Background: an optimization exercise with open tools, aiming at a short achievable clock period. Do not read the settings as production practice. RTL that was checked went through simulation tests only; none was proved equivalent to the original. No activity file was given, so power comes from the tool's default toggle rates.

## pwmcore
module pwmcore (
    input  wire        clk,
    input  wire        rst,           
    input  wire        cmd_valid,
    input  wire [31:0] cmd_word,
    output reg         resp_valid,
    output wire [31:0] resp_word,
    input  wire [7:0]  ev_in,
    output reg  [3:0]  pin_h,
    output reg  [3:0]  pin_l,
    output wire        irq_fault,
    output wire [3:0]  irq_match,
    output wire        irq_ovf
);
clock: 7.6 ns
lec_check: 0
abc_area: 1
cap_margin: 20
core_margin: 2
core_utilization: 40
place_density: 0.6
setup_slack_margin: 4.8
slew_margin: 20
synth_hierarchical: 1
synth_minimum_keep_size: 0
run.sh (not shown) runs the stock make flow with config.mk's settings and CLKGATE_MAP_FILE= SYNTH_SCRIPT=/design/flow/synth_recipe.tcl, a recipe that flattens the netlist after the stock synthesis.
==> next run, changes <==
--- a/flow/design.v
+++ b/flow/design.v
@@ -279,50 +279,36 @@
     wire lg_st  = is_st  & z_27_0;
     wire lg_rf  = is_rf  & z_27_0;
     wire lg_ack = is_ack & z_15_10 & z_23_16 & z_25_24 & z_27_26;
     wire [N-1:0] cdt_ge, v_lt_act, v_lt_pend, c_lt_act;
     wire [N-1:0] m_lt_pp, m_eq_pp, m_lt_ap, m_eq_ap;
     wire [N-1:0] s_lt_pp, s_eq_pp, s_lt_ap, s_eq_ap;
     wire md_lt_v, md_lt_c, v_lt_per, dt_ge;
     wire lt_s_cw, eq_s_cw, lt_p_cw, eq_p_cw;
     genvar gc;
     generate
         for (gc = 0; gc < N; gc = gc + 1) begin : g_cmp
-            pwmcore_sumge u_cdt  (.lo(dt_low[gc]), .hi(dt_high[gc]), .p(c_period), .ge(cdt_r[gc]));
-            assign cdt_ge[gc] = (pend_dt && cw[25:24] == gc) ? cdt_cw : cdt_r[gc];
+            pwmcore_sumge u_cdt  (.lo(dt_low_e[gc]), .hi(dt_high_e[gc]), .p(c_period), .ge(cdt_ge[gc]));
             pwmcore_cmp16 u_vact (.a(value), .b(active_p[gc]), .lt(v_lt_act[gc]), .eq());
-            pwmcore_cmp16 u_vpnd (.a(value), .b(pending_p[gc]), .lt(v_lt_pr[gc]), .eq());
-            assign v_lt_pend[gc] = wr_r[gc] ? v_lt_cw : v_lt_pr[gc];
+            pwmcore_cmp16 u_vpnd (.a(value), .b(pending_e[gc]), .lt(v_lt_pend[gc]), .eq());
             pwmcore_cmp16 u_cact (.a(c_period), .b(active_p[gc]), .lt(c_lt_act[gc]), .eq());
             pwmcore_cmp16 u_mpp  (.a(cw_pm1), .b(pending_p[gc]), .lt(m_lt_pp[gc]), .eq(m_eq_pp[gc]));
             pwmcore_cmp16 u_map  (.a(cw_pm1), .b(active_p[gc]), .lt(m_lt_ap[gc]), .eq(m_eq_ap[gc]));
             pwmcore_cmp16 u_spp  (.a(ncnt_s), .b(pending_p[gc]), .lt(s_lt_pp[gc]), .eq(s_eq_pp[gc]));
             pwmcore_cmp16 u_sap  (.a(ncnt_s), .b(active_p[gc]), .lt(s_lt_ap[gc]), .eq(s_eq_ap[gc]));
         end
     endgenerate
-    wire [N-1:0] cdt_r, v_lt_pr;
-    wire cdt_cw, v_lt_cw, cw_lt_v, md_lt_vr, cw_lt_c, md_lt_cr, v_lt_cwp, v_lt_pr1;
-    wire dt_ge_cw, dt_ge_r;
-    pwmcore_sumge u_cdtc (.lo(cw[15:8]), .hi(cw[7:0]), .p(c_period), .ge(cdt_cw));
-    pwmcore_cmp16 u_vcw  (.a(value), .b(cw[15:0]), .lt(v_lt_cw), .eq());
-    pwmcore_cmp16 u_cwv  (.a(cw[15:0]), .b(value), .lt(cw_lt_v), .eq());
-    pwmcore_cmp16 u_mdv  (.a(max_duty), .b(value), .lt(md_lt_vr), .eq());
-    pwmcore_cmp16 u_cwc  (.a(cw[15:0]), .b(c_period), .lt(cw_lt_c), .eq());
-    pwmcore_cmp16 u_mdc  (.a(max_duty), .b(c_period), .lt(md_lt_cr), .eq());
-    pwmcore_cmp16 u_vper (.a(value), .b(period), .lt(v_lt_pr1), .eq());
-    pwmcore_sumge u_dtc  (.lo(c_low), .hi(c_high), .p(cw[15:0]), .ge(dt_ge_cw));
-    pwmcore_sumge u_dt   (.lo(c_low), .hi(c_high), .p(period), .ge(dt_ge_r));
-    assign md_lt_v  = pend_max ? cw_lt_v : md_lt_vr;
-    assign md_lt_c  = pend_max ? cw_lt_c : md_lt_cr;
-    assign v_lt_per = pend_car ? v_lt_cw : v_lt_pr1;
-    assign dt_ge    = pend_car ? dt_ge_cw : dt_ge_r;
+    pwmcore_cmp16 u_mdv  (.a(max_duty_e), .b(value), .lt(md_lt_v), .eq());
+    pwmcore_cmp16 u_mdc  (.a(max_duty_e), .b(c_period), .lt(md_lt_c), .eq());
+    pwmcore_cmp16 u_vper (.a(value), .b(period_e), .lt(v_lt_per), .eq());
+    pwmcore_sumge u_dt   (.lo(c_low), .hi(c_high), .p(period_e), .ge(dt_ge));
     pwmcore_cmp16 u_scw  (.a(ncnt_s), .b(cw[15:0]), .lt(lt_s_cw), .eq(eq_s_cw));
     pwmcore_cmp16 u_pcw  (.a(ncnt_p), .b(cw[15:0]), .lt(lt_p_cw), .eq(eq_p_cw));
     reg car_dt_bad, max_ap_bad;
     reg [N-1:0] car_raw;
     always @(*) begin
         car_dt_bad = 1'b0;
         max_ap_bad = 1'b0;
         for (i = 0; i < N; i = i + 1) begin
             if (cdt_ge[i])
                 car_dt_bad = 1'b1;
             if (v_lt_act[i] || v_lt_pend[i])
Cell count fell by 0.96%.
Total power decreases by 4.0%.
Via count came out lower by 1.2%.
Clock power came out lower by about 5%.
Sequential power stays flat.
Wire length decreases by 0.98%.
Combinational power drops by about 10%.
Final area rises by 1.1%.
Worst hold slack barely changes.
Worst setup slack is better by 0.16 ns.
Function not checked in the first run of this note: the RTL went through the layout flow alone.

---

pwmcore, a different RTL version from the one above (not shown whole).
For scale: about 5700 cells after synthesis, about 45000 µm² of cells after synthesis.
==> flow/config.mk <==
export PLATFORM = sky130hd
export DESIGN_NAME = pwmcore
export DESIGN_NICKNAME = pwmcore
export VERILOG_FILES = /design/flow/design.v
export SDC_FILE = /design/flow/constraint.sdc
export NUM_CORES = 4
export LEC_CHECK = 0
export ABC_CLOCK_PERIOD_IN_PS = 2500
export CAP_MARGIN = 20
export CORE_MARGIN = 2
export CORE_UTILIZATION = 40
export PLACE_DENSITY = 0.6
export SETUP_SLACK_MARGIN = 4.8
export SLEW_MARGIN = 20
export SYNTH_HIERARCHICAL = 1
export SYNTH_MINIMUM_KEEP_SIZE = 0
==> flow/constraint.sdc <==
create_clock -name core_clock -period 7.6 [get_ports {clk}]
set_input_delay 1.5200 -clock core_clock [delete_from_list [all_inputs] [get_ports {clk}]]
set_output_delay 1.5200 -clock core_clock [all_outputs]
set_load 0.01 [all_outputs]
The first run ran to the end with no violations.
Edit:
--- a/flow/design.v
+++ b/flow/design.v
@@ -206,25 +206,22 @@
     always @(*) begin
         for (i = 0; i < N; i = i + 1) begin
             dt_low_e[i]  = (pend_dt && cw[25:24] == i) ? cw[15:8] : dt_low[i];
             dt_high_e[i] = (pend_dt && cw[25:24] == i) ? cw[7:0]  : dt_high[i];
             pending_e[i] = wr_r[i] ? cw[15:0] : pending_p[i];
             active_e[i]  = tkb ? pending_e[i] : active_p[i];
             raw_e[i]     = pend_car ? cw_raw[i] : (tk ? r2_r[i] : raw_p[i]);
             dt_e[i]      = pend_car ? 8'd0 : (tk ? (r2_r[i] ? dt_a1[i] : dt_a0[i]) : dt_p[i]);
         end
     end
-    wire [17:0] st_s, st_c;
-    pwmcore_step u_st_s (.c(ncnt_s), .ph(nphase_s), .per(period), .per_m1(period_m1),
-                         .md(mode), .dir(direction), .st(st_s));
-    pwmcore_step u_st_c (.c(cw_init), .ph(1'b0), .per(cw[15:0]), .per_m1(cw_pm1),
-                         .md(cw[26]), .dir(cw[27]), .st(st_c));
+    wire [17:0] st_s    = step(ncnt_s, nphase_s, period, period_m1, mode, direction);
+    wire [17:0] st_c    = step(cw_init, 1'b0, cw[15:0], cw_pm1, cw[26], cw[27]);
     wire [15:0] s_cnt   = pend_car ? st_c[17:2] : (tk ? st_s[17:2] : ncnt_s);
     wire        s_phase = pend_car ? st_c[1]    : (tk ? st_s[1]    : nphase_s);
     wire        s_bnd   = pend_car ? st_c[0]    : (tk ? st_s[0]    : nbnd_s);
     reg [7:0] a1 [0:N-1];
     reg [7:0] a0 [0:N-1];
     reg [N-1:0] dz, z1, z0, d2;
     reg [7:0] dec;
     reg       d1;
     always @(*) begin
         for (i = 0; i < N; i = i + 1) begin
@@ -567,60 +564,10 @@
         g  = {7'd0, s & b};
         pp = {7'h7F, s | b};
         for (k = 1; k < 16; k = k * 2)
             for (j = 0; j < 16; j = j + 2 * k) begin
                 g[j+2*k-1]  = g[j+2*k-1] | (pp[j+2*k-1] & g[j+k-1]);
                 pp[j+2*k-1] = pp[j+2*k-1] & pp[j+k-1];
             end
     end
     assign ge = ~|p[15:9] & g[15];
 endmodule
-module pwmcore_step (
-    input  wire [15:0] c,
-    input  wire        ph,
-    input  wire [15:0] per,
-    input  wire [15:0] per_m1,
-    input  wire        md,
-    input  wire        dir,
-    output reg  [17:0] st
-);
-    wire lt_cp, eq_cp, eq_cm;
-    pwmcore_cmp16 u_cp (.a(c), .b(per), .lt(lt_cp), .eq(eq_cp));
-    pwmcore_cmp16 u_cm (.a(c), .b(per_m1), .lt(), .eq(eq_cm));
-    reg [15:0] ci, cd, sc;
-    reg        cz, sp, sb;
-    integer j;
-    always @(*) begin
-        for (j = 0; j < 16; j = j + 1) begin
-            ci[j] = c[j] ^ (&(c | ~((16'd1 << j) - 16'd1)));
-            cd[j] = c[j] ^ ~(|(c & ((16'd1 << j) - 16'd1)));
-        end
-        cz = (c == 16'd0);
-        sc = c; sp = ph; sb = 1'b0;
-        if (md == 1'b0) begin
-            if (dir == 1'b0) begin
-                if (cz) begin sc = per; sb = 1'b1; end
-                else sc = cd;
-            end else begin
-                if (eq_cp) begin sc = 16'd0; sb = 1'b1; end
-                else sc = ci;
-            end
-        end else begin
-            if (dir == 1'b0) begin
-                if (ph == 1'b0 && !cz) sc = cd;
-                else begin
-                    sc = ci;
-                    if (eq_cm) begin sp = 1'b0; sb = 1'b1; end
-                    else sp = 1'b1;
-                end
-            end else begin
-                if (ph == 1'b0 && lt_cp) sc = ci;
-                else begin
-                    sc = cd;
-                    if (c == 16'd1) begin sp = 1'b0; sb = 1'b1; end
-                    else sp = 1'b1;
-                end
-            end
-        end
-        st = {sc, sp, sb};
-    end
-endmodule
The changed run produced a clean layout.
Critical path depth is higher by 1.
Sequential power hardly moves.
Cell area falls by a few percent.
Final cell count drops by a few percent.
Register-to-register slack is better by 0.13 ns.
Count of clock-buffer cells in the layout went down by 2.
Function not checked in the first run of this note: the RTL went through the layout flow alone.

port drivers added, routing unchanged:
How much do the figures lean on ideal ports? The routed layouts below were timed once more, with nothing changed but the port constraints.
Step 1 (the two cells are an assumption about what drives the block):
set clk [get_ports {clk}]
set_driving_cell -lib_cell sky130_fd_sc_hd__clkbuf_16 $clk
set_driving_cell -lib_cell sky130_fd_sc_hd__buf_2 [delete_from_list [all_inputs] $clk]
Step 2 adds t to the input delays and takes it off the output delays; t is the mean of the earliest and latest rising clock arrival at the registers after step 1. Input paths then give back, and output paths get back, about the clock's delay inside the block.
Three values: ideal, step 1, step 2; two values: the first two.
| run | t (ns) | setup slack, ns | worst setup path after step 2 | worst register clock-pin slew, ns | worst slew at a driven data input, ns |
|---|---|---|---|---|---|
| the first run of note 1 | 0.732 | 4.352 / 4.267 / 3.536 | input to register | 0.07 / 0.07 | 0.33 |
| the second run of note 1 | 0.704 | 4.517 / 4.445 / 3.742 | input to register | 0.07 / 0.07 | 0.25 |
| the first run of note 2 | 0.722 | 3.891 / 3.840 / 3.118 | input to register | 0.07 / 0.07 | 0.26 |
| the second run of note 2 | 0.732 | 4.031 / 4.031 / 3.365 | input to register | 0.07 / 0.07 | 0.32 |
After both steps every run listed still meets setup and hold. The setup slack of the first run of note 1, which loses most, moves by -0.085 ns with the drivers and by -0.816 ns with both steps.
